This design comes from an exercise in tuning for a short achievable clock period and few clock cycles per item on the open sky130 flow, not from production work. Only simulation tests tie the RTL to the original design; equivalence was not proved. Power and IR drop assume default switching activity.

--- flow/design.v ---
module pll_divu #(
    parameter B = 3,
    parameter S = 0
) (
    input  [33:0]          r,
    input  [36*7-1:0]      m,
    output [33:0]          r_o,
    output [B-1:0]         q
);
    localparam N = (1 << B) - 1;
    wire [N:0]  fit;
    wire [33:0] dif [0:N];
    assign fit[0] = 1'b1;
    assign dif[0] = r;
    genvar i;
    generate
        for (i = 1; i <= N; i = i + 1) begin : g_i
            wire [69:0] sh  = {34'd0, m[(i-1)*36 +: 36]} << S;
            wire [34:0] sub = {1'b0, r} - {1'b0, sh[33:0]};
            assign fit[i] = (sh[69:34] == 36'd0) & ~sub[34];
            assign dif[i] = sub[33:0];
        end
    endgenerate
    reg [33:0]  ro;
    reg [B-1:0] qq;
    integer k;
    always @(*) begin
        ro = r;
        qq = {B{1'b0}};
        for (k = 1; k <= N; k = k + 1)
            if (fit[k]) begin
                ro = dif[k];
                qq = k;
            end
    end
    assign r_o = ro;
    assign q   = qq;
endmodule
module pll_sup_a (
    input  [31:0]  f,
    output [319:0] v        
);
    function [63:0] csa(input [31:0] a, input [31:0] b, input [31:0] c);
        csa = {((a & b) | (a & c) | (b & c)) << 1, a ^ b ^ c};
    endfunction
    wire [31:0] x  = {7'd0, f[31:7]};
    wire [31:0] a0 = x << 3,  a1 = x << 6,  a2 = x << 11, a3 = x << 13,
                a4 = x << 18, a5 = x << 21, a6 = ~x, a7 = ~(x << 16), a8 = ~(x << 23),
                a9 = 32'd3;
    wire [63:0] l1a = csa(a0, a1, a2), l1b = csa(a3, a4, a5), l1c = csa(a6, a7, a9);
    wire [63:0] l2a = csa(l1a[31:0], l1a[63:32], l1b[31:0]), l2b = csa(l1b[63:32], l1c[31:0], l1c[63:32]);
    wire [31:0] y  = {2'd0, f[31:2]};
    wire [31:0] b0 = y, b1 = y << 11, b2 = y << 13, b3 = y << 26, b4 = y << 28,
                b5 = ~(y << 4), b6 = ~(y << 9), b7 = ~(y << 17), b8 = ~(y << 22),
                b9 = 32'd4;
    wire [63:0] m1a = csa(b0, b1, b2), m1b = csa(b3, b4, b5), m1c = csa(b6, b7, b9);
    wire [63:0] m2a = csa(m1a[31:0], m1a[63:32], m1b[31:0]), m2b = csa(m1b[63:32], m1c[31:0], m1c[63:32]);
    assign v = {m2a, m2b, b8, l2a, l2b, a8};
endmodule
module pll_sup_b (
    input  [31:0]  f,
    input  [319:0] v,
    output         sup
);
    function [31:0] ks(input [31:0] a, input [31:0] b);    
        reg [31:0] g, p, gg, pp;
        integer l, i;
        begin
            g = a & b; p = a ^ b; gg = g; pp = p;
            for (l = 1; l < 32; l = l * 2)
                for (i = 31; i >= l; i = i - 1) begin
                    gg[i] = gg[i] | (pp[i] & gg[i-l]);
                    pp[i] = pp[i] & pp[i-l];
                end
            ks = p ^ {gg[30:0], 1'b0};
        end
    endfunction
    function [63:0] csa(input [31:0] a, input [31:0] b, input [31:0] c);
        csa = {((a & b) | (a & c) | (b & c)) << 1, a ^ b ^ c};
    endfunction
    function [31:0] sum5(input [159:0] t);
        reg [63:0] u1, u2, u3;
        begin
            u1 = csa(t[31:0], t[63:32], t[95:64]);
            u2 = csa(u1[31:0], u1[63:32], t[127:96]);
            u3 = csa(u2[31:0], u2[63:32], t[159:128]);
            sum5 = ks(u3[31:0], u3[63:32]);
        end
    endfunction
    wire [31:0] p48  = sum5(v[159:0]);
    wire [31:0] p441 = sum5(v[319:160]);
    assign sup = (f != 32'd0) &&
                 (((f[6:0] == 7'd0) && (p48[24:0] <= 25'd89478)) ||
                  ((f[1:0] == 2'd0) && (p441[29:0] <= 30'd97391)));
endmodule
module pll_mult (
    input  [31:0]     f,
    output [36*7-1:0] m
);
    wire [35:0] d1 = {3'd0, f, 1'b0};
    wire [35:0] d2 = {2'd0, f, 2'b0};
    wire [35:0] d4 = {1'd0, f, 3'b0};
    wire [35:0] d3 = d1 + d2;
    wire [35:0] d5 = d1 + d4;
    wire [35:0] d7 = {f, 4'b0} - d1;
    assign m = {d7, {d3[34:0], 1'b0}, d5, d4, d3, d2, d1};
endmodule
module pll_ctrl (
    input             clk,
    input             rst,           
    input             in_valid,
    output            in_ready,
    input      [63:0] in_word,
    output            out_valid,
    input             out_ready,
    output     [63:0] out_word,
    output            synth_valid,
    output     [31:0] synth_reg
);
    localparam [33:0] TWO_TICK_CS = 34'd9600000000;   
    localparam [3:0]  FRAC_INIT   = 4'd8;
    reg  [1:0]  active_src;
    reg  [31:0] current_rate;
    reg         rate_valid;
    reg         fl_unsup, fl_stall, fl_los, fl_badcmd, fl_fallback;
    reg  [15:0] adder;
    reg  [3:0]  frac_index;
    reg         first_update;
    reg  [15:0] prev_count;
    reg         prev_valid;
    reg  [31:0] integ;           
    reg  [1:0]  lock;
    reg  [3:0]  dwell;
    wire [7:0]  flags = {fl_fallback, fl_badcmd, fl_los, 1'b0, fl_stall, 2'b00, fl_unsup};
    reg         in_ready_r;
    assign in_ready = in_ready_r;
    wire        acc = in_valid & in_ready_r;
    wire [63:0] w      = in_word;
    wire [1:0]  w_src  = w[33:32];
    wire [31:0] w_freq = w[31:0];
    wire [15:0] cnt    = w[15:0];
    wire is_selsrc  = (w[63:34] == {8'h10, 22'd0}) && (w[31:0] == 32'd0);
    wire is_setrate = (w[63:32] == 32'h11000000);
    wire is_getstat = (w == 64'h1200000000000000);
    wire is_clrflag = (w[63:8] == 56'h13000000000000);
    wire is_synget  = (w[63:32] == 32'h14000000);
    wire is_refev   = (w[63:35] == {8'h20, 21'd0}) && (w[31:16] == 16'd0);
    wire is_los     = (w[63:34] == {8'h21, 22'd0}) && (w[31:0] == 32'd0);
    wire is_rateirq = (w[63:32] == 32'h30000000);
    wire is_audmsg  = (w[63:32] == 32'h40000000);
    wire is_pinport = (w[63:61] == 3'b011);
    wire is_illegal = ~(is_selsrc | is_setrate | is_getstat | is_clrflag | is_synget |
                        is_refev | is_los | is_rateirq | is_audmsg | is_pinport);
    wire rate_any    = is_setrate | is_rateirq;
    wire same_rate   = rate_valid & (w_freq == current_rate);
    wire quick_unsup = (w_freq[1:0] != 2'd0) | (w_freq[31:2] == 30'd0);   
    wire rate_req    = acc & rate_any & ~same_rate & ~quick_unsup;        
    wire rate_bad    = acc & rate_any & ~same_rate &  quick_unsup;
    wire sw_rate, sw_sel, sw_los, sw_any;
    wire [703:0] th_lo;
    wire [31:0]  th_f1, th_v;
    wire [47:0]  ms_th;
    wire [5:0]   ms_f;
    wire [63:0]  i_lo, i_h0, i_h1;
    wire [11:0]  i_c0, i_c1;
    wire [15:0]  k3, k16;
    wire [35:0]  fr;
    pll_pre u_pre (
        .prev_count(prev_count), .adder(adder), .integ(integ), .frac_index(frac_index),
        .th_lo(th_lo), .th_f1(th_f1), .th_v(th_v), .ms_th(ms_th), .ms_f(ms_f),
        .i_lo(i_lo), .i_h0(i_h0), .i_h1(i_h1), .i_c0(i_c0), .i_c1(i_c1),
        .k3(k3), .k16(k16), .fr(fr));
    wire [3:0]  frac_nx;
    wire [31:0] integ_nx;
    wire        e_small, e_big;
    pll_post u_post (
        .cnt(cnt), .first_update(first_update), .frac_index(frac_index), .integ(integ),
        .th_lo(th_lo), .th_f1(th_f1), .th_v(th_v), .ms_th(ms_th), .ms_f(ms_f),
        .i_lo(i_lo), .i_h0(i_h0), .i_h1(i_h1), .i_c0(i_c0), .i_c1(i_c1),
        .k3(k3), .k16(k16), .fr(fr),
        .c_init(rst | (sw_any & (sw_rate | rate_valid))), .c_zero(rst | sw_any), .c_calc(ev_calc),
        .frac_nx(frac_nx), .integ_nx(integ_nx), .e_small(e_small), .e_big(e_big));
    reg [1:0] lock_calc;
    reg [3:0] dwell_calc;
    always @(*) begin
        lock_calc  = lock;
        dwell_calc = dwell;
        case (lock)
        2'd0: begin
            lock_calc  = 2'd1;
            dwell_calc = 4'd0;
        end
        2'd1: begin
            if (e_small) begin
                if (dwell >= 4'd7) begin
                    dwell_calc = 4'd8;
                    lock_calc  = 2'd2;
                end else
                    dwell_calc = dwell + 4'd1;
            end else
                dwell_calc = 4'd0;
        end
        default: begin
            if (e_big) begin
                lock_calc  = 2'd1;
                dwell_calc = 4'd0;
            end
        end
        endcase
    end
    wire forwarded = (w_src == active_src) & rate_valid;
    wire ev_prime  = acc & is_refev & forwarded & ~prev_valid;
    wire ev_same   = (cnt == prev_count);
    wire ev_stall  = acc & is_refev & forwarded & prev_valid & ev_same;
    wire ev_calc   = acc & is_refev & forwarded & prev_valid & ~ev_same;
    wire [36*7-1:0] mul_in;
    pll_mult u_mult (.f(w_freq), .m(mul_in));
    wire [319:0] sup_v;
    pll_sup_a u_supa (.f(w_freq), .v(sup_v));
    reg  [31:0]     s0_f;
    reg  [319:0]    s0_sv;
    reg  [36*7-1:0] s0_m;
    reg             s0_rate, s0_syn, s0_gs;
    reg  [44:0]     s0_stat;
    wire sup0;
    pll_sup_b u_supb (.f(s0_f), .v(s0_sv), .sup(sup0));
    wire [33:0] ra, rb;
    wire [1:0]  qa;
    wire [2:0]  qb;
    pll_divu #(.B(2), .S(15)) u_da (.r(TWO_TICK_CS + {2'b00, s0_f}), .m(s0_m), .r_o(ra), .q(qa));
    pll_divu #(.B(3), .S(12)) u_db (.r(ra), .m(s0_m), .r_o(rb), .q(qb));
    reg  [33:0]     s1_r;
    reg  [36*7-1:0] s1_m;
    reg  [4:0]      s1_q;
    reg             s1_ans, s1_syn, s1_sup, s1_apply;
    reg  [44:0]     s1_stat;
    wire [33:0] rc, rd;
    wire [2:0]  qc, qd;
    pll_divu #(.B(3), .S(9)) u_dc (.r(s1_r), .m(s1_m), .r_o(rc), .q(qc));
    pll_divu #(.B(3), .S(6)) u_dd (.r(rc),   .m(s1_m), .r_o(rd), .q(qd));
    reg  [33:0]     s2_r;
    reg  [36*7-1:0] s2_m;
    reg  [10:0]     s2_q;
    reg             s2_ans, s2_syn, s2_sup, s2_apply;
    reg  [44:0]     s2_stat;
    wire [33:0] re, rf;
    wire [2:0]  qe, qf;
    pll_divu #(.B(3), .S(3)) u_de (.r(s2_r), .m(s2_m), .r_o(re), .q(qe));
    pll_divu #(.B(3), .S(0)) u_df (.r(re),   .m(s2_m), .r_o(rf), .q(qf));
    wire [16:0] quo = {s2_q, qe, qf};
    wire        pv = s2_ans;
    wire [63:0] pw = !s2_syn ? {8'h92, 8'h00, s2_stat[44:37], 3'b000, s2_stat[36:0]} :
                     s2_sup  ? {8'h94, 24'h010008, 16'h0000, quo[15:0]} :
                               {8'h94, 24'h020000, 32'h0};
    reg  [63:0] fifo [0:7];
    reg  [2:0]  f_rd, f_wr;
    reg  [3:0]  f_cnt;
    reg         ov;
    reg  [63:0] ow;
    reg  [3:0]  n_ans;           
    assign out_valid = ov;
    assign out_word  = ow;
    wire pop      = ov & out_ready;
    wire load     = ~ov | pop;
    wire mem_any  = (f_cnt != 4'd0);
    wire take     = load & (mem_any | pv);
    always @(posedge clk) begin
        if (pv)
            fifo[f_wr] <= pw;
        if (load)
            ow <= mem_any ? fifo[f_rd] : pw;
    end
    always @(posedge clk) begin
        if (rst) begin
            ov    <= 1'b0;
            f_rd  <= 3'd0;
            f_wr  <= 3'd0;
            f_cnt <= 4'd0;
            n_ans <= 4'd0;
        end else begin
            if (load)
                ov <= mem_any | pv;
            if (pv)
                f_wr <= f_wr + 3'd1;
            if (take)
                f_rd <= f_rd + 3'd1;
            f_cnt <= f_cnt + {3'd0, pv} - {3'd0, take};
            n_ans <= n_ans + {3'd0, acc & (is_getstat | is_synget)} - {3'd0, pop};
        end
    end
    assign sw_rate = s0_rate & sup0;
    assign sw_sel  = acc & is_selsrc & (w_src != active_src);
    assign sw_los  = acc & is_los & (w_src == active_src) & (w_src != 2'd0);
    assign sw_any  = sw_rate | sw_sel | sw_los;
    wire prev_valid_nx = sw_any ? 1'b0 : (ev_prime ? 1'b1 : prev_valid);
    wire pend_nx       = sw_rate | s1_apply;
    always @(posedge clk) begin
        if (rst)
            in_ready_r <= 1'b1;
        else
            in_ready_r <= ~rate_req & ~(pend_nx & prev_valid_nx) & (n_ans <= 4'd7);
    end
    always @(posedge clk) begin
        s0_f    <= w_freq;
        s0_sv   <= sup_v;
        s0_m    <= mul_in;
        s0_stat <= {flags, rate_valid, lock, active_src, current_rate};
        s1_r    <= rb;
        s1_m    <= s0_m;
        s1_q    <= {qa, qb};
        s1_syn  <= s0_syn;
        s1_sup  <= sup0;
        s1_stat <= s0_stat;
        s2_r    <= rd;
        s2_m    <= s1_m;
        s2_q    <= {s1_q, qc, qd};
        s2_syn  <= s1_syn;
        s2_sup  <= s1_sup;
        s2_stat <= s1_stat;
        if (rst) begin
            s0_rate  <= 1'b0;
            s0_syn   <= 1'b0;
            s0_gs    <= 1'b0;
            s1_ans   <= 1'b0;
            s1_apply <= 1'b0;
            s2_ans   <= 1'b0;
            s2_apply <= 1'b0;
        end else begin
            s0_rate  <= rate_req;
            s0_syn   <= acc & is_synget;
            s0_gs    <= acc & is_getstat;
            s1_ans   <= s0_syn | s0_gs;
            s1_apply <= sw_rate;
            s2_ans   <= s1_ans;
            s2_apply <= s1_apply;
        end
    end
    always @(posedge clk) begin
        frac_index <= frac_nx;
        integ      <= integ_nx;
    end
    always @(posedge clk) begin
        if (rst) begin
            active_src   <= 2'd0;
            current_rate <= 32'd0;
            rate_valid   <= 1'b0;
            fl_unsup     <= 1'b0;
            fl_stall     <= 1'b0;
            fl_los       <= 1'b0;
            fl_badcmd    <= 1'b0;
            fl_fallback  <= 1'b0;
            adder        <= 16'd0;
            first_update <= 1'b1;
            prev_count   <= 16'd0;
            prev_valid   <= 1'b0;
            lock         <= 2'd0;
            dwell        <= 4'd0;
        end else begin
            prev_valid <= prev_valid_nx;
            if (s2_apply)
                adder <= quo[15:0];
            if (sw_any) begin
                lock         <= 2'd0;
                dwell        <= 4'd0;
                first_update <= 1'b1;
            end
            if (sw_rate) begin
                current_rate <= s0_f;
                rate_valid   <= 1'b1;
            end
            if (s0_rate & ~sup0)
                fl_unsup <= 1'b1;
            if (acc) begin
                if (sw_sel)
                    active_src <= w_src;
                if (sw_los) begin
                    active_src  <= 2'd0;
                    fl_los      <= 1'b1;
                    fl_fallback <= 1'b1;
                end
                if (rate_bad)
                    fl_unsup <= 1'b1;
                if (is_clrflag) begin
                    if (w[0]) fl_unsup    <= 1'b0;
                    if (w[3]) fl_stall    <= 1'b0;
                    if (w[5]) fl_los      <= 1'b0;
                    if (w[6]) fl_badcmd   <= 1'b0;
                    if (w[7]) fl_fallback <= 1'b0;
                end
                if (is_illegal)
                    fl_badcmd <= 1'b1;
                if (ev_prime)
                    prev_count <= cnt;
                if (ev_stall)
                    fl_stall <= 1'b1;
                if (ev_calc) begin
                    prev_count   <= cnt;
                    first_update <= 1'b0;
                    lock         <= lock_calc;
                    dwell        <= dwell_calc;
                end
            end
        end
    end
    wire [31:0] frac_table;
    pll_table u_table (.idx(frac_index), .val(frac_table));
    assign synth_valid = rate_valid;
    assign synth_reg   = frac_table;
endmodule
module pll_pre (
    input  [15:0]  prev_count,
    input  [15:0]  adder,
    input  [31:0]  integ,
    input  [3:0]   frac_index,
    output [703:0] th_lo,     
    output [31:0]  th_f1,     
    output [31:0]  th_v,      
    output [47:0]  ms_th,     
    output [5:0]   ms_f,      
    output [63:0]  i_lo,      
    output [63:0]  i_h0,      
    output [63:0]  i_h1,      
    output [11:0]  i_c0,      
    output [11:0]  i_c1,      
    output [15:0]  k3,        
    output [15:0]  k16,       
    output [35:0]  fr         
);
    function [39:0] ks(input [39:0] a, input [39:0] b);    
        reg [39:0] g, p, gg, pp;
        integer l, i;
        begin
            g = a & b; p = a ^ b; gg = g; pp = p;
            for (l = 1; l < 40; l = l * 2)
                for (i = 39; i >= l; i = i - 1) begin
                    gg[i] = gg[i] | (pp[i] & gg[i-l]);
                    pp[i] = pp[i] & pp[i-l];
                end
            ks = p ^ {gg[38:0], 1'b0};
        end
    endfunction
    function [79:0] csa(input [39:0] a, input [39:0] b, input [39:0] c);
        csa = {((a & b) | (a & c) | (b & c)) << 1, a ^ b ^ c};
    endfunction
    wire [39:0] ix  = {{8{integ[31]}}, integ};
    wire [39:0] nP  = ~{24'd0, prev_count};
    wire [39:0] nP8 = ~{21'd0, prev_count, 3'd0};
    wire [39:0] nA  = ~{24'd0, adder};
    wire [39:0] nA8 = ~{21'd0, adder, 3'd0};
    wire [79:0] r1 = csa(ix, nP, nP8);
    wire [79:0] r2 = csa(nA, nA8, r1[39:0]);
    wire [79:0] r3 = csa(r1[79:40], r2[39:0], r2[79:40]);
    wire [79:0] q1 = csa(ix, nP, nA);
    genvar m, j;
    generate
        for (m = -1; m <= 2; m = m + 1) begin : g_m
            for (j = -3; j <= 4; j = j + 1) begin : g_j
                localparam integer IDX = (m + 1) * 8 + j + 3;
                wire [39:0] k  = 4 + 589824 * m - 16 * j;
                wire [79:0] r4 = csa(r3[39:0], r3[79:40], k);
                wire [39:0] wv = ks(r4[39:0], r4[79:40]);
                assign th_lo[IDX*22 +: 22] = {2'b00, wv[19:0]};
                assign th_f1[IDX] = ~wv[39];
                assign th_v[IDX]  = &wv[39:20];
            end
            wire [39:0] kg = 2 + 65536 * m;
            wire [79:0] q2 = csa(q1[39:0], q1[79:40], kg);
            wire [39:0] g  = ks(q2[39:0], q2[79:40]);
            wire [17:0] h0 = g[33:16];
            wire [17:0] h1 = g[33:16] + 18'd1;
            assign i_lo[(m+1)*16 +: 16] = g[15:0];
            assign i_h0[(m+1)*16 +: 16] = h0[15:0];
            assign i_h1[(m+1)*16 +: 16] = h1[15:0];
            assign i_c0[(m+1)*3 +: 3] = {~h0[17] & (h0[16] | h0[15]),
                                         h0[17] & ~(h0[16] & h0[15]),
                                         h0[17:15] == 3'b111 && h0[14:0] == 15'd0};
            assign i_c1[(m+1)*3 +: 3] = {~h1[17] & (h1[16] | h1[15]),
                                         h1[17] & ~(h1[16] & h1[15]),
                                         h1[17:15] == 3'b111 && h1[14:0] == 15'd0};
        end
        for (j = -4; j <= 4; j = j + 1) begin : g_fr
            wire signed [5:0] v = $signed({2'b00, frac_index}) + j;
            assign fr[(j+4)*4 +: 4] = v[5] ? 4'd0 : (v > 6'sd15) ? 4'd15 : v[3:0];
        end
    endgenerate
    wire [39:0] pz = {24'd0, prev_count};
    wire [39:0] az = {24'd0, adder};
    wire [79:0] ua = csa(pz, az, 40'd32768);
    wire [79:0] ub = csa(pz, az, -40'd32768);
    wire [79:0] uc = csa(pz, az, -40'd98304);
    wire [39:0] ta = ks(ua[39:0], ua[79:40]);
    wire [39:0] tb = ks(ub[39:0], ub[79:40]);
    wire [39:0] tc = ks(uc[39:0], uc[79:40]);
    assign ms_th = {tc[15:0], tb[15:0], ta[15:0]};
    assign ms_f  = {tc[39], ~tc[39] & (tc[18:16] != 3'd0),
                    tb[39], ~tb[39] & (tb[18:16] != 3'd0),
                    ta[39], ~ta[39] & (ta[18:16] != 3'd0)};
    wire [79:0] v3  = csa(~pz, ~az, 40'd5);
    wire [79:0] v16 = csa(~pz, ~az, 40'd18);
    wire [39:0] s3  = ks(v3[39:0], v3[79:40]);
    wire [39:0] s16 = ks(v16[39:0], v16[79:40]);
    assign k3  = s3[15:0];
    assign k16 = s16[15:0];
endmodule
module pll_c9 (
    input  [15:0] cnt,
    output [19:0] x,
    output [19:0] o,
    output [19:0] a
);
    wire [19:0] c1 = {4'd0, cnt};
    wire [19:0] c8 = {1'b0, cnt, 3'd0};
    assign x = c1 ^ c8;
    assign o = c1 | c8;
    assign a = c1 & c8;
endmodule
module pll_cmp (
    input  [19:0] lo,
    input  [19:0] x,
    input  [19:0] o,
    input  [19:0] a,
    output        c
);
    wire [19:0] s  = lo ^ x;                        
    wire [20:0] cy = {(lo & o) | (~lo & a), 1'b0};  
    wire [19:0] g0 = s & cy[19:0];
    wire [19:0] p0 = s ^ cy[19:0];
    wire [19:0] G [0:5];
    wire [19:0] P [0:5];
    assign G[0] = g0;
    assign P[0] = p0;
    genvar l, i;
    generate
        for (l = 0; l < 5; l = l + 1) begin : g_l
            for (i = 0; i < 20; i = i + 1) begin : g_b
                if (i >= (1 << l)) begin
                    assign G[l+1][i] = G[l][i] | (P[l][i] & G[l][i - (1 << l)]);
                    assign P[l+1][i] = P[l][i] & P[l][i - (1 << l)];
                end else begin
                    assign G[l+1][i] = G[l][i];
                    assign P[l+1][i] = P[l][i];
                end
            end
        end
    endgenerate
    assign c = G[5][19] | cy[20];
endmodule
module pll_ge16 (
    input  [15:0] a,
    input  [15:0] b,
    output        ge
);
    wire [15:0] nb = ~b;
    wire [15:0] G [0:4];
    wire [15:0] P [0:4];
    assign G[0] = {a[15:1] & nb[15:1], (a[0] & nb[0]) | (a[0] ^ nb[0])};
    assign P[0] = a ^ nb;
    genvar l, i;
    generate
        for (l = 0; l < 4; l = l + 1) begin : g_l
            for (i = 0; i < 16; i = i + 1) begin : g_b
                if (i >= (1 << l)) begin
                    assign G[l+1][i] = G[l][i] | (P[l][i] & G[l][i - (1 << l)]);
                    assign P[l+1][i] = P[l][i] & P[l][i - (1 << l)];
                end else begin
                    assign G[l+1][i] = G[l][i];
                    assign P[l+1][i] = P[l][i];
                end
            end
        end
    endgenerate
    assign ge = G[4][15];
endmodule
module pll_add16 (
    input  [15:0] a,
    input  [15:0] b,
    output [15:0] s,
    output        co
);
    wire [15:0] G [0:4];
    wire [15:0] P [0:4];
    assign G[0] = a & b;
    assign P[0] = a ^ b;
    genvar l, i;
    generate
        for (l = 0; l < 4; l = l + 1) begin : g_l
            for (i = 0; i < 16; i = i + 1) begin : g_b
                if (i >= (1 << l)) begin
                    assign G[l+1][i] = G[l][i] | (P[l][i] & G[l][i - (1 << l)]);
                    assign P[l+1][i] = P[l][i] & P[l][i - (1 << l)];
                end else begin
                    assign G[l+1][i] = G[l][i];
                    assign P[l+1][i] = P[l][i];
                end
            end
        end
    endgenerate
    assign s  = P[0] ^ {G[4][14:0], 1'b0};
    assign co = G[4][15];
endmodule
module pll_post (
    input  [15:0]  cnt,
    input          first_update,
    input  [3:0]   frac_index,
    input  [31:0]  integ,
    input  [703:0] th_lo,
    input  [31:0]  th_f1,
    input  [31:0]  th_v,
    input  [47:0]  ms_th,
    input  [5:0]   ms_f,
    input  [63:0]  i_lo,
    input  [63:0]  i_h0,
    input  [63:0]  i_h1,
    input  [11:0]  i_c0,
    input  [11:0]  i_c1,
    input  [15:0]  k3,
    input  [15:0]  k16,
    input  [35:0]  fr,
    input          c_init,    
    input          c_zero,    
    input          c_calc,    
    output [3:0]   frac_nx,
    output [31:0]  integ_nx,
    output         e_small,
    output         e_big
);
    localparam [31:0] I_MAX = 32'h7FFFFFFF;
    localparam [31:0] I_MIN = 32'h80000001;
    wire [19:0] cx, co, ca;
    pll_c9 u_c9 (.cnt(cnt), .x(cx), .o(co), .a(ca));
    wire [2:0] ge;
    genvar k;
    generate
        for (k = 0; k < 3; k = k + 1) begin : g_ms
            pll_ge16 u_ge (.a(cnt), .b(ms_th[k*16 +: 16]), .ge(ge[k]));
        end
    endgenerate
    wire le_m1 = ms_f[1] | (~ms_f[0] & ge[0]);    
    wire le_0  = ms_f[3] | (~ms_f[2] & ge[1]);    
    wire le_1  = ms_f[5] | (~ms_f[4] & ge[2]);    
    wire [3:0] sel = {~le_1, le_1 & ~le_0, le_0 & ~le_m1, le_m1};    
    wire [31:0] cy;
    wire [31:0] t;
    generate
        for (k = 0; k < 32; k = k + 1) begin : g_t
            pll_cmp u_cmp (.lo(th_lo[k*22 +: 20]), .x(cx), .o(co), .a(ca), .c(cy[k]));
            assign t[k] = th_f1[k] | (th_v[k] & cy[k]);
        end
    endgenerate
    wire [7:0] th = ({8{sel[0]}} & t[7:0])   | ({8{sel[1]}} & t[15:8]) |
                    ({8{sel[2]}} & t[23:16]) | ({8{sel[3]}} & t[31:24]);
    reg [3:0] fc;
    always @(*) begin
        if (first_update) begin
            if (!th[0])      fc = fr[0 +: 4];
            else if (!th[1]) fc = fr[4 +: 4];
            else if (!th[2]) fc = fr[8 +: 4];
            else if (!th[3]) fc = fr[12 +: 4];
            else if (!th[4]) fc = fr[16 +: 4];
            else if (!th[5]) fc = fr[20 +: 4];
            else if (!th[6]) fc = fr[24 +: 4];
            else if (!th[7]) fc = fr[28 +: 4];
            else             fc = fr[32 +: 4];
        end else begin
            if (!th[3])      fc = fr[12 +: 4];
            else if (th[4])  fc = fr[20 +: 4];
            else             fc = frac_index;
        end
    end
    assign frac_nx = c_init ? 4'd8 : c_calc ? fc : frac_index;
    wire [31:0] isat [0:3];
    generate
        for (k = 0; k < 4; k = k + 1) begin : g_i
            wire [15:0] lo;
            wire        c;
            pll_add16 u_add (.a(i_lo[k*16 +: 16]), .b(cnt), .s(lo), .co(c));
            wire [15:0] hi = c ? i_h1[k*16 +: 16] : i_h0[k*16 +: 16];
            wire [2:0]  cl = c ? i_c1[k*3 +: 3] : i_c0[k*3 +: 3];
            assign isat[k] = cl[2] ? I_MAX :
                             (cl[1] | (cl[0] & (lo == 16'd0))) ? I_MIN :
                             {hi, lo};
        end
    endgenerate
    wire [31:0] integ_calc = ({32{sel[0]}} & isat[0]) | ({32{sel[1]}} & isat[1]) |
                             ({32{sel[2]}} & isat[2]) | ({32{sel[3]}} & isat[3]);
    assign integ_nx = c_zero ? 32'd0 : c_calc ? integ_calc : integ;
    wire [15:0] v3, v16;
    wire        c3, c16;
    pll_add16 u_a3  (.a(cnt), .b(k3),  .s(v3),  .co(c3));
    pll_add16 u_a16 (.a(cnt), .b(k16), .s(v16), .co(c16));
    assign e_small = (v3 <= 16'd6);
    assign e_big   = (v16 > 16'd32);
endmodule
module pll_table (
    input      [3:0]  idx,
    output reg [31:0] val
);
    always @(*) begin
        case (idx)
            4'd0:  val = 32'h3F9DB22D;
            4'd1:  val = 32'h3FDFE131;
            4'd2:  val = 32'h4021B7A4;
            4'd3:  val = 32'h40640B01;
            4'd4:  val = 32'h40A5ACF0;
            4'd5:  val = 32'h40E75B3D;
            4'd6:  val = 32'h412914A5;
            4'd7:  val = 32'h416B5917;
            4'd8:  val = 32'h41AD0000;
            4'd9:  val = 32'h41EEF723;
            4'd10: val = 32'h4230938C;
            4'd11: val = 32'h427248C4;
            4'd12: val = 32'h42B4B001;
            4'd13: val = 32'h42F70F52;
            4'd14: val = 32'h4338BC4D;
            default: val = 32'h437AC0BC;
        endcase
    end
endmodule
--- flow/config.mk ---
export PLATFORM = sky130hd
export DESIGN_NAME = pll_ctrl
export DESIGN_NICKNAME = pll_ctrl
export VERILOG_FILES = /design/flow/design.v
export SDC_FILE = /design/flow/constraint.sdc
export NUM_CORES = 4
export LEC_CHECK = 0
export CAP_MARGIN = 20
export CORE_MARGIN = 2
export CORE_UTILIZATION = 40
export PLACE_DENSITY = 0.6
export SLEW_MARGIN = 20
export SYNTH_HIERARCHICAL = 1
export SYNTH_MINIMUM_KEEP_SIZE = 0
--- flow/constraint.sdc ---
create_clock -name core_clock -period 20.0 [get_ports {clk}]
set_input_delay 4.0000 -clock core_clock [delete_from_list [all_inputs] [get_ports {clk}]]
set_output_delay 4.0000 -clock core_clock [all_outputs]
set_load 0.01 [all_outputs]
--- flow/run.sh ---
#!/bin/bash
# synth_recipe.tcl (not shown) runs the flow's synth.tcl, then flattens the netlist and writes it again
# the make line also repeats each setting of config.mk as NAME=value (left out here)
make -C /OpenROAD-flow-scripts/flow DESIGN_CONFIG=/design/flow/config.mk WORK_HOME=/design/flow/orfs CLKGATE_MAP_FILE= SYNTH_SCRIPT=/design/flow/synth_recipe.tcl finish
==> impl_results.md, run 1 <==
* TritonCTS clock tree: built
* Clock latency on the worst-skew pair at 1000 ps
* H-tree depth at 4
* Via density per instance at 6.09
* Cells on worst reg2reg path at 23
* Crit path required time at 20870 ps
* Max-slew headroom at 9.25%
* Tightest Pin Transition at 1360 ps
* RSZ-0062 raised after global routing: false
* Reg-to-Reg End: frac_index[1]
* # rows at 250
* Max VDD drop at between 0.00008 and 0.00009 V
* GR Util All Layers at 36.7%
* TritonCTS buffer count at 203
* FF-to-FF Start: prev_count[13]
* Final setup TNS at 0 ps
* Switching pwr at 6750 uW
* CTS max path bufs at 4
* Detailed Route WL at 898 mm
* Die area at 472000 um2
* Critical path, cell by cell: fa_1 > fa_1 > inv_1 > fa_1 > ha_1 > xor2_2 > nand4_1 > o21ai_1 > a21oi_1 > xnor2_1 > buf_4 > mux2_2 > ha_1 > nand4_2 > nor4_2 > a211oi_1 > o211ai_1 > a21oi_1 > a2111oi_0 > a2111o_1 > nand2_1 > a221oi_1 > o31ai_1
* Syn_area_per_cell at 8.56 um2
* Reg clk slew, reported paths at 70 ps
* Final ANT Viol Nets at 0
* Switch share at roughly two fifths
* Pint at 9370 uW
* GRT Residual Overflow at 0
* Inst Count DP at approximately 27000
* Die H at 687 um
* CTS Hold Bufs at 0
* Multi-input logic area at 131000 um2
* Final period util at 49.8%
* Final instance area at between 150000 and 200000 um2
* Routed vias at 170000
* Leakage at 0.0864 uW
* Crit path to: frac_index[1]
* Synthesized instance count at roughly 22000
* DPL Wire Length at 723 mm
* Post-Syn Area at 187000 um2
* Critical Path Start Type: register
* Initial antenna violation count at 73
* Die width at 687 um
* Skew final at ~140 ps
* Tot Pwr at approximately 16000 uW
* Hold Violations, Final at 0
* Critical-path maximum fanout at 14
* Flop pwr share at roughly 29%
* Yosys warning total at 21
* Reg area at 40800 um2
* Layout area overhead at 6.99%
* Fmax at about 100 MHz
* Total of max-cap violations at 0
* Outcome: timing/DRC/antenna clean
* Clock Power Share at 24.8%
* # nets final at 24100
* Critical Path AT at approximately 11000 ps
* Final slew viol count at 0
* 1st-iter DRT viols at 16100
* Postcts setup bufs at 0
* FILL cells at approximately 46000
* Pwr/cell area at roughly 80 nW/um2
* Core area at 464000 um2
* Crit path largest cell delay at 980 ps
* Starting density of the core at 40.2%
* CP endpoint kind: register
* Crit path launch: prev_count[13]
* Root Driver: clkbuf_16
* Layout cells sized above 1 at 10.5%
* Dpl cell area at 192000 um2
* Worst path most repeated cell: fa_1
* First-pass GRT wire length at 1240 mm
* I/O Pins at 167
* Vias in the first global route at 166000
* Largest net degree at the start of global routing at 72
* Logic gate share of total power at 46.5%
* CTS sink count at 1831
* Hold Path Class: register to register
* Post-DR wirelength/cell at roughly 32 um
* Drt pass-1 iters at 9
* DR DRC count at 0
* RePlAce Congestion at about 1.1
* Reg-to-reg slack, setup at around 10000 ps
* Resized cells post-CTS at 0
* Final min period at 9960 ps
* Setup Crit Path Kind: register to register
* PortBufs at 147
* Slowest CP cell: o21ai_1
* Final std cells w/o fill at 27800
* Setup violators final at 0
==> cell type report <==
| type | count | area share, % |
|---|---|---|
| diodes | 56 | 0.0702 |
| clock buffers | 257 | 2.82 |
| clock inverters | 119 | 0.713 |
| inverters | 1897 | 3.59 |
| multi-input cells | 16800 | 65.7 |
| flip-flops and latches | 1831 | 20.4 |
| well taps | 6174 | 3.87 |
| repair buffers | 694 | 2.79 |
==> critical path: cells and delay by family (launching register included) <==
kind / cells / cell delay, ps
compound gates: 9 / 3330
xor+xnor: 2 / 1380
fa+ha+maj: 5 / 2560
buf+inv: 2 / 390
flops: 1 / 560
mux: 1 / 360
simple gates: 4 / 1250
==> through the flow <==
step	hold WS [ps]	worst slack, ps	util, %
CTS	276	10020	43.0
floorplan	310	12190	-
global placement	310	9970	41.4
detailed placement	312	10100	41.5
finish	293	10040	43.0
global route	285	9750	43.0
==> per-layer routing <==
layer	track usage, %	part of all wire [%]	routed length, um	vias to the layer above
li1	-	-	-	76600
met1	41.9	37	337000	82800
met2	59.8	45	404000	7527
met3	5.92	6.9	61900	2610
met4	32.2	11	95300	14
met5	0	0.0095	85	-
==> flip-flops by register name, indices dropped and copies added (netlist names), 4 cells and up, named ones only <==
name          cells
s1_m            252
s2_r             34
n_ans             4
s2_q             10
prev_count       16
ow               46
adder            16
s2_m            252
s0_f             32
s0_stat          42
s1_r             34
s1_stat          42
dwell             4
f_cnt             4
frac_index        4
s1_q              4
current_rate     32
s0_m            252
s0_sv           275
integ            32
fifo            368
s2_stat          42
==> cell usage in the layout, fill, tap and decap left out, drive strengths merged, types with 126 or more instances in the layout <==
cell type      instances
nand2               1372
nand3                437
nor3                 344
nor4                 241
clkbuf               257
edfxtp               414
mux2                 634
o211ai               213
buf                  564
ha                  2267
clkdlybuf4s50        130
nand4                293
o21ai               1347
nor2b                235
a21o                 477
and3                 137
conb                 129
fa                   351
xnor2               1177
o21a                 258
nand2b               188
a21oi               1893
o31ai                126
nor2                1191
inv                 1907
a211oi               243
mux2i                238
a31oi                182
xor2                1000
o21bai               141
dfxtp               1417
==> how the worst min path moves through the flow <==
stage	startpoint	end	slack (ps)	depth (start not counted)
global route	s0_stat[13]	s1_stat[13]	290	0
floorplan	s0_stat[0]	s1_stat[0]	310	0
finish	s0_stat[13]	s1_stat[13]	290	0
detailed placement	s0_stat[11]	s1_stat[11]	310	0
CTS	s0_stat[13]	s1_stat[13]	280	0
global placement	s0_stat[36]	s1_stat[36]	310	0
==> power by group through the flow <==
stage	Sequential (uW)	Clock [uW]	Combinational [uW]
floorplan	4410	0	5210
global placement	4690	0	7310
detailed placement	4690	0	7340
CTS	4610	4040	7390
global route	4650	4190	8150
finish	4630	3990	7500
Testbench counts, summed over its fixed seeds: cycles 24,817, messages 24,000.
==> inputs of run 2 (changes only) <==
--- a/flow/design.v
+++ b/flow/design.v
@@ -158,17 +158,17 @@
     wire rate_bad    = acc & rate_any & ~same_rate &  quick_unsup;
     wire sw_rate, sw_sel, sw_los, sw_any;
+    reg  [16:0] u_r;
+    reg  [47:0] ms_th;
+    reg  [5:0]  ms_f;
+    reg  [15:0] k3, k16;
     wire [703:0] th_lo;
     wire [31:0]  th_f1, th_v;
-    wire [47:0]  ms_th;
-    wire [5:0]   ms_f;
     wire [63:0]  i_lo, i_h0, i_h1;
     wire [11:0]  i_c0, i_c1;
-    wire [15:0]  k3, k16;
     wire [35:0]  fr;
     pll_pre u_pre (
-        .prev_count(prev_count), .adder(adder), .integ(integ), .frac_index(frac_index),
-        .th_lo(th_lo), .th_f1(th_f1), .th_v(th_v), .ms_th(ms_th), .ms_f(ms_f),
-        .i_lo(i_lo), .i_h0(i_h0), .i_h1(i_h1), .i_c0(i_c0), .i_c1(i_c1),
-        .k3(k3), .k16(k16), .fr(fr));
+        .u(u_r), .integ(integ), .frac_index(frac_index),
+        .th_lo(th_lo), .th_f1(th_f1), .th_v(th_v),
+        .i_lo(i_lo), .i_h0(i_h0), .i_h1(i_h1), .i_c0(i_c0), .i_c1(i_c1), .fr(fr));
     wire [3:0]  frac_nx;
     wire [31:0] integ_nx;
@@ -216,9 +216,13 @@
     wire [36*7-1:0] mul_in;
     pll_mult u_mult (.f(w_freq), .m(mul_in));
+    function [36*7-1:0] mfull(input [36*4-1:0] o);
+        mfull = {o[143:108], {o[70:36], 1'b0}, o[107:72], {o[33:0], 2'b00}, o[71:36], {o[34:0], 1'b0}, o[35:0]};
+    endfunction
+    wire [36*4-1:0] mul_odd = {mul_in[36*6 +: 36], mul_in[36*4 +: 36], mul_in[36*2 +: 36], mul_in[0 +: 36]};
     wire [319:0] sup_v;
     pll_sup_a u_supa (.f(w_freq), .v(sup_v));
     reg  [31:0]     s0_f;
     reg  [319:0]    s0_sv;
-    reg  [36*7-1:0] s0_m;
+    reg  [36*4-1:0] s0_m;
     reg             s0_rate, s0_syn, s0_gs;
     reg  [44:0]     s0_stat;
@@ -228,8 +232,8 @@
     wire [1:0]  qa;
     wire [2:0]  qb;
-    pll_divu #(.B(2), .S(15)) u_da (.r(TWO_TICK_CS + {2'b00, s0_f}), .m(s0_m), .r_o(ra), .q(qa));
-    pll_divu #(.B(3), .S(12)) u_db (.r(ra), .m(s0_m), .r_o(rb), .q(qb));
+    pll_divu #(.B(2), .S(15)) u_da (.r(TWO_TICK_CS + {2'b00, s0_f}), .m(mfull(s0_m)), .r_o(ra), .q(qa));
+    pll_divu #(.B(3), .S(12)) u_db (.r(ra), .m(mfull(s0_m)), .r_o(rb), .q(qb));
     reg  [33:0]     s1_r;
-    reg  [36*7-1:0] s1_m;
+    reg  [36*4-1:0] s1_m;
     reg  [4:0]      s1_q;
     reg             s1_ans, s1_syn, s1_sup, s1_apply;
@@ -237,8 +241,8 @@
     wire [33:0] rc, rd;
     wire [2:0]  qc, qd;
-    pll_divu #(.B(3), .S(9)) u_dc (.r(s1_r), .m(s1_m), .r_o(rc), .q(qc));
-    pll_divu #(.B(3), .S(6)) u_dd (.r(rc),   .m(s1_m), .r_o(rd), .q(qd));
+    pll_divu #(.B(3), .S(9)) u_dc (.r(s1_r), .m(mfull(s1_m)), .r_o(rc), .q(qc));
+    pll_divu #(.B(3), .S(6)) u_dd (.r(rc),   .m(mfull(s1_m)), .r_o(rd), .q(qd));
     reg  [33:0]     s2_r;
-    reg  [36*7-1:0] s2_m;
+    reg  [36*4-1:0] s2_m;
     reg  [10:0]     s2_q;
     reg             s2_ans, s2_syn, s2_sup, s2_apply;
@@ -246,6 +250,6 @@
     wire [33:0] re, rf;
     wire [2:0]  qe, qf;
-    pll_divu #(.B(3), .S(3)) u_de (.r(s2_r), .m(s2_m), .r_o(re), .q(qe));
-    pll_divu #(.B(3), .S(0)) u_df (.r(re),   .m(s2_m), .r_o(rf), .q(qf));
+    pll_divu #(.B(3), .S(3)) u_de (.r(s2_r), .m(mfull(s2_m)), .r_o(re), .q(qe));
+    pll_divu #(.B(3), .S(0)) u_df (.r(re),   .m(mfull(s2_m)), .r_o(rf), .q(qf));
     wire [16:0] quo = {s2_q, qe, qf};
     wire        pv = s2_ans;
@@ -294,5 +298,21 @@
     assign sw_any  = sw_rate | sw_sel | sw_los;
     wire prev_valid_nx = sw_any ? 1'b0 : (ev_prime ? 1'b1 : prev_valid);
-    wire pend_nx       = sw_rate | s1_apply;
+    wire pend_nx       = sw_rate | s1_apply | s2_apply;    
+    wire [15:0] p_nx = rst ? 16'd0 : (ev_prime | ev_calc) ? cnt : prev_count;
+    wire [15:0] a_cu = rst ? 16'd0 : adder;
+    wire [16:0] dv_u;
+    wire [18:0] dv_ta, dv_tb, dv_tc;
+    wire [15:0] dv_k3, dv_k16;
+    pll_der u_der (.p(p_nx), .a(a_cu), .u(dv_u), .ta(dv_ta), .tb(dv_tb), .tc(dv_tc),
+                   .k3(dv_k3), .k16(dv_k16));
+    always @(posedge clk) begin
+        u_r   <= dv_u;
+        ms_th <= {dv_tc[15:0], dv_tb[15:0], dv_ta[15:0]};
+        ms_f  <= {dv_tc[18], ~dv_tc[18] & (dv_tc[17:16] != 2'd0),
+                  dv_tb[18], ~dv_tb[18] & (dv_tb[17:16] != 2'd0),
+                  dv_ta[18], ~dv_ta[18] & (dv_ta[17:16] != 2'd0)};
+        k3    <= dv_k3;
+        k16   <= dv_k16;
+    end
     always @(posedge clk) begin
         if (rst)
@@ -304,5 +324,5 @@
         s0_f    <= w_freq;
         s0_sv   <= sup_v;
-        s0_m    <= mul_in;
+        s0_m    <= mul_odd;
         s0_stat <= {flags, rate_valid, lock, active_src, current_rate};
         s1_r    <= rb;
@@ -409,6 +429,5 @@
 endmodule
 module pll_pre (
-    input  [15:0]  prev_count,
-    input  [15:0]  adder,
+    input  [16:0]  u,         
     input  [31:0]  integ,
     input  [3:0]   frac_index,
@@ -416,6 +435,4 @@
     output [31:0]  th_f1,     
     output [31:0]  th_v,      
-    output [47:0]  ms_th,     
-    output [5:0]   ms_f,      
     output [63:0]  i_lo,      
     output [63:0]  i_h0,      
@@ -423,6 +440,4 @@
     output [11:0]  i_c0,      
     output [11:0]  i_c1,      
-    output [15:0]  k3,        
-    output [15:0]  k16,       
     output [35:0]  fr         
 );
@@ -444,12 +459,7 @@
     endfunction
     wire [39:0] ix  = {{8{integ[31]}}, integ};
-    wire [39:0] nP  = ~{24'd0, prev_count};
-    wire [39:0] nP8 = ~{21'd0, prev_count, 3'd0};
-    wire [39:0] nA  = ~{24'd0, adder};
-    wire [39:0] nA8 = ~{21'd0, adder, 3'd0};
-    wire [79:0] r1 = csa(ix, nP, nP8);
-    wire [79:0] r2 = csa(nA, nA8, r1[39:0]);
-    wire [79:0] r3 = csa(r1[79:40], r2[39:0], r2[79:40]);
-    wire [79:0] q1 = csa(ix, nP, nA);
+    wire [39:0] nu  = ~{23'd0, u};
+    wire [39:0] nu8 = ~{20'd0, u, 3'd0};
+    wire [79:0] r1  = csa(ix, nu, nu8);
     genvar m, j;
     generate
@@ -457,13 +467,13 @@
             for (j = -3; j <= 4; j = j + 1) begin : g_j
                 localparam integer IDX = (m + 1) * 8 + j + 3;
-                wire [39:0] k  = 4 + 589824 * m - 16 * j;
-                wire [79:0] r4 = csa(r3[39:0], r3[79:40], k);
-                wire [39:0] wv = ks(r4[39:0], r4[79:40]);
+                wire [39:0] k  = 2 + 589824 * m - 16 * j;
+                wire [79:0] r2 = csa(r1[39:0], r1[79:40], k);
+                wire [39:0] wv = ks(r2[39:0], r2[79:40]);
                 assign th_lo[IDX*22 +: 22] = {2'b00, wv[19:0]};
                 assign th_f1[IDX] = ~wv[39];
                 assign th_v[IDX]  = &wv[39:20];
             end
-            wire [39:0] kg = 2 + 65536 * m;
-            wire [79:0] q2 = csa(q1[39:0], q1[79:40], kg);
+            wire [39:0] kg = 1 + 65536 * m;
+            wire [79:0] q2 = csa(ix, nu, kg);
             wire [39:0] g  = ks(q2[39:0], q2[79:40]);
             wire [17:0] h0 = g[33:16];
@@ -484,20 +494,45 @@
         end
     endgenerate
-    wire [39:0] pz = {24'd0, prev_count};
-    wire [39:0] az = {24'd0, adder};
-    wire [79:0] ua = csa(pz, az, 40'd32768);
-    wire [79:0] ub = csa(pz, az, -40'd32768);
-    wire [79:0] uc = csa(pz, az, -40'd98304);
-    wire [39:0] ta = ks(ua[39:0], ua[79:40]);
-    wire [39:0] tb = ks(ub[39:0], ub[79:40]);
-    wire [39:0] tc = ks(uc[39:0], uc[79:40]);
-    assign ms_th = {tc[15:0], tb[15:0], ta[15:0]};
-    assign ms_f  = {tc[39], ~tc[39] & (tc[18:16] != 3'd0),
-                    tb[39], ~tb[39] & (tb[18:16] != 3'd0),
-                    ta[39], ~ta[39] & (ta[18:16] != 3'd0)};
-    wire [79:0] v3  = csa(~pz, ~az, 40'd5);
-    wire [79:0] v16 = csa(~pz, ~az, 40'd18);
-    wire [39:0] s3  = ks(v3[39:0], v3[79:40]);
-    wire [39:0] s16 = ks(v16[39:0], v16[79:40]);
+endmodule
+module pll_der (
+    input  [15:0] p,
+    input  [15:0] a,
+    output [16:0] u,
+    output [18:0] ta,
+    output [18:0] tb,
+    output [18:0] tc,
+    output [15:0] k3,
+    output [15:0] k16
+);
+    function [18:0] ks(input [18:0] x, input [18:0] y);    
+        reg [18:0] g, q, gg, pp;
+        integer l, i;
+        begin
+            g = x & y; q = x ^ y; gg = g; pp = q;
+            for (l = 1; l < 19; l = l * 2)
+                for (i = 18; i >= l; i = i - 1) begin
+                    gg[i] = gg[i] | (pp[i] & gg[i-l]);
+                    pp[i] = pp[i] & pp[i-l];
+                end
+            ks = q ^ {gg[17:0], 1'b0};
+        end
+    endfunction
+    function [37:0] csa(input [18:0] x, input [18:0] y, input [18:0] z);
+        csa = {((x & y) | (x & z) | (y & z)) << 1, x ^ y ^ z};
+    endfunction
+    wire [18:0] pz = {3'd0, p};
+    wire [18:0] az = {3'd0, a};
+    wire [18:0] s0 = ks(pz, az);
+    wire [37:0] ca = csa(pz, az, 19'd32768);
+    wire [37:0] cb = csa(pz, az, -19'd32768);
+    wire [37:0] cc = csa(pz, az, -19'd98304);
+    wire [37:0] c3 = csa(~pz, ~az, 19'd5);      
+    wire [37:0] c16 = csa(~pz, ~az, 19'd18);
+    wire [18:0] s3  = ks(c3[18:0], c3[37:19]);
+    wire [18:0] s16 = ks(c16[18:0], c16[37:19]);
+    assign u   = s0[16:0];
+    assign ta  = ks(ca[18:0], ca[37:19]);
+    assign tb  = ks(cb[18:0], cb[37:19]);
+    assign tc  = ks(cc[18:0], cc[37:19]);
     assign k3  = s3[15:0];
     assign k16 = s16[15:0];
==> flow/flow/run.sh (new file) <==
#!/bin/bash
# The standard layout, with the port buffers made of sky130_fd_sc_hd__buf_4
# instead of the delay buffer that buffer_ports picks by default.
set -euo pipefail
export BUFFER_PORTS_ARGS="-buffer_cell sky130_fd_sc_hd__buf_4"
bash standard.sh > standard.log 2>&1
==> flow/standard.sh (new file) <==
#!/bin/bash
# synth_recipe.tcl (not shown) runs the flow's synth.tcl, then flattens the netlist and writes it again
# the make line also repeats each setting of config.mk as NAME=value (left out here)
make -C /OpenROAD-flow-scripts/flow DESIGN_CONFIG=/design/flow/config.mk WORK_HOME=/design/flow/orfs CLKGATE_MAP_FILE= SYNTH_SCRIPT=/design/flow/synth_recipe.tcl "${@:-finish}"
--- a/flow/config.mk
+++ b/flow/config.mk
@@ -6,9 +6,9 @@
 export NUM_CORES = 4
 export LEC_CHECK = 0
-export CAP_MARGIN = 20
+export CAP_MARGIN = 50
 export CORE_MARGIN = 2
 export CORE_UTILIZATION = 40
 export PLACE_DENSITY = 0.6
-export SLEW_MARGIN = 20
+export SLEW_MARGIN = 70
 export SYNTH_HIERARCHICAL = 1
 export SYNTH_MINIMUM_KEEP_SIZE = 0
removed: flow/run.sh
==> run 2 against run 1 <==
- non-clock buffer count is 281 higher
- final area is 1.6% higher
- count of clock-buffer cells in the layout is 11 lower
- sequential power is 11% lower
- critical endpoint is now s2_r[6]
- largest power group unchanged
- register-to-register slack better by 1500 ps
- routed wire length is 12% lower
- cell count is 0.39% lower
- utilization is 1.9 points higher
- total power is 6.2% lower
- first-iteration DRC count is 4.1% higher
==> impl_results.md, run 2 <==
* Top flop regs: fifo x368, s0_sv x275
* Crit path largest cell delay at 500 ps (-480 ps)
* Hold EP: s1_stat[0]
* Post-DR wirelength/cell at 28.7 um (-11%)
* Root Driver: clkbuf_16
* CTS Hold Bufs at 0 (unchanged)
* Max VDD drop at 0.0000840 V (-3.4%)
* Drt pass-1 iters at 8 (-1)
* Initial antenna violation count at 77 (+5.5%)
* Met2 usage at 50.9% (-8.9 points)
* Max FFs per register at 368 (unchanged)
* Switch share at 42.3% (+0.44 points)
* Final period util at 42.1% (-7.7 points)
* Met1 Usage GRT at 43.8% (+1.9 points)
* GR Util All Layers at 33.2% (-3.5 points)
* Cells on worst reg2reg path at 31 (+35%)
* Critical Path AT at 9170 ps (-1670 ps)
* Via density per instance at 6.05 (-0.69%)
* Final slew viol count at 0 (unchanged)
* # nets final at 24200 (+0.39%)
* RSZ-0062 raised after global routing: false
* I/O Pins at 167 (unchanged)
* Most flop-heavy register: fifo
* Pint at 8730 uW (-6.9%)
* Tightest Pin Transition at 564 ps (-797 ps)
* Slowest CP cell: dfxtp_2
* Switching pwr at 6400 uW (-5.2%)
* Fmax at 119 MHz (+18%)
* Die H at 677 um (-1.4%)
* TritonCTS buffer count at 185 (-8.9%)
* Die area at 458000 um2 (-2.8%)
* Synthesized instance count at 21600 (-1.0%)
* TritonCTS clock tree: built
* Die width at 677 um (-1.4%)
* Setup Crit Path Kind: register to register
* Clock Power Share at 23.4% (-1.4 points)
* Skew final at 159 ps (+17.1 ps)
* Final min period at 8420 ps (-1540 ps)
* Most common cell after layout, fill and taps aside: ha_1
* PortBufs at 147 (unchanged)
* Layout cells sized above 1 at 16.3% (+5.9 points)
* Busiest layer in global routing: met2
* Most frequent cells in the layout: 2224 x ha_1, 1862 x a21oi_1, 1799 x inv_1, 1355 x nand2_1, 1108 x nor2_1
* Vias in the first global route at 161000 (-3.3%)
* Yosys warning total at 22 (+4.8%)
* Clock latency on the worst-skew pair at 1010 ps (about the same)
* Hold Path Class: register to register
* Outcome: timing/DRC/antenna clean
* Hold Path Stages at 0 (unchanged)
* Postcts setup bufs at 0 (unchanged)
* GRT Residual Overflow at 0 (unchanged)
* Final ANT Viol Nets at 0 (unchanged)
* Starting density of the core at 40.1% (-0.11 points)
* Crit path required time at 20740 ps (-130 ps)
* Flop pwr share at 27.1% (-1.6 points)
* RePlAce Congestion at 1.05 (-3.6%)
* DPL Wire Length at 631 mm (-13%)
* Reg clk slew, reported paths at 70 ps (about the same)
* CTS max path bufs at 4 (unchanged)
* Detailed Route WL at 795 mm (-12%)
* 1st-iter DRT viols at 16800 (+4.1%)
* CTS sink count at 1610 (-12%)
* Resized cells post-CTS at 0 (unchanged)
* First-pass GRT wire length at 1130 mm (-9.0%)
* Critical Path Start Type: register
* Hold_ws at 261 ps (-31.7 ps)
* # rows at 247 (-1.2%)
* Total of max-cap violations at 0 (unchanged)
* Pwr/cell area at 74.6 nW/um2 (-7.7%)
* Largest net degree at the start of global routing at 61 (-15%)
* H-tree depth at 4 (unchanged)
* Hold Violations, Final at 0 (unchanged)
* Min-delay src: s0_stat[0]
* Routed vias at 168000 (-1.1%)
* Reg-to-reg slack, setup at 11580 ps (+1540 ps)
* Worst path most repeated cell: buf_4
* Max-slew headroom at 62.2% (+53 points)
* Tot Pwr at 15100 uW (-6.2%)
* Setup violators final at 0 (unchanged)
* Syn_area_per_cell at 8.40 um2 (-1.8%)
* Logic gate share of total power at 49.4% (+2.9 points)
* Layout area overhead at 12.0%
* FF-to-FF Start: s1_r[9]
* Leakage at 0.0874 uW (+1.1%)
* Final setup TNS at 0 ps (unchanged)
* Core area at 452000 um2 (-2.6%)
* DR DRC count at 0 (unchanged)
* Reg-to-Reg End: s2_r[6]
* Critical-path maximum fanout at 28 (+14)
* Met3 global-route usage at 5.83% (-0.090 points)
* CP endpoint kind: register
* Post-Syn Area at 181000 um2 (-2.9%)
## run 2: stage by stage
stage          cell area [um2]  std cells  util (%)  setup WS [ps]
2_1_floorplan           182000      21700         -          12050
5_1_grt                 203000      27700      44.9          11270
3_3_place_gp            187000      27000      41.3          10180
3_5_place_dp            195000      27300      43.2          10600
4_1_cts                 201000      27700      44.6          11630
6_report                203000      27700      44.9          11580
## run 2: worst max path at each step
| stage | start | to | slack, ps | cells after the start |
|---|---|---|---|---|
| floorplan | in_word[51] | ms_f[0] | 12050 | 18 |
| CTS | in_word[5] | frac_index[0] | 11630 | 23 |
| global placement | in_word[5] | frac_index[3] | 10180 | 20 |
| finish | s1_r[9] | s2_r[6] | 11580 | 31 |
| global route | s0_f[13] | s1_r[22] | 11270 | 33 |
| detailed placement | in_word[5] | frac_index[0] | 10600 | 23 |
## run 2: final cells by class
| class | instances | area, um2 |
|---|---|---|
| sequential | 1610 | 36600 |
| timing repair buffer | 975 | 8240 |
| inverter | 1889 | 7230 |
| tap | 5976 | 7480 |
| clock buffer | 246 | 5110 |
| fill | 44600 | 249000 |
| clock inverter | 96 | 1160 |
| antenna | 40 | 100 |
| multi-input combinational | 16900 | 137000 |
## run 2: power groups by stage
stage | logic [uW] | clock network (uW) | registers, uW
finish | 7480 | 3550 | 4100
global route | 8210 | 3720 | 4100
CTS | 7330 | 3600 | 4080
detailed placement | 7270 | 0 | 4150
global placement | 7000 | 0 | 4150
floorplan | 5250 | 0 | 3890
## run 2: layer usage
metal  share of wire (%)  wire length (um)
met5               0.023               184
met4                 6.9             54700
met3                 8.3             66300
met2                  43            340000
met1                  42            334000
## run 2: critical path: cells and delay by family, from the launching register on
| family | cells | cell delay [ps] |
|---|---|---|
| buffers and inverters | 8 | 1900 |
| adders and majority gates | 2 | 680 |
| DFF | 1 | 500 |
| AOI/OAI and AO/OA | 11 | 2830 |
| and+or+nand+nor | 10 | 2260 |
Testbench counts of run 2, summed over its fixed seeds: cycles 25,213, messages 24,000.

## separate check: timing with driven ports
In the flow no input, the clock included, has a driving cell. The finished layouts below were timed again as built, in two steps.
Step 1 assumes that a clkbuf_16 drives the clock port and a buf_2 every other input.
Step 2 moves the port delays by t, midway between the first and last clock arrival at a register: inputs arrive t later, outputs are due t later. That takes back most of the time a late clock gives input paths.
Slacks: ideal ports / drivers / drivers and shift; pairs: ideal ports / drivers.
run	shift t [ns]	setup slack, ns	worst setup path at the end	slew at the worst register clock pin (ns)	worst slew at a driven data input, ns
run 1	1.054	10.037 / 10.037 / 10.037	register to register	0.08 / 0.08	0.10
run 2	1.029	11.575 / 11.575 / 10.617	input to register	0.08 / 0.08	0.16
After both steps setup and hold are still met in every run listed. For run 2, which loses most, drivers alone change the setup slack by 0.000 ns; drivers and shift together by -0.958 ns.
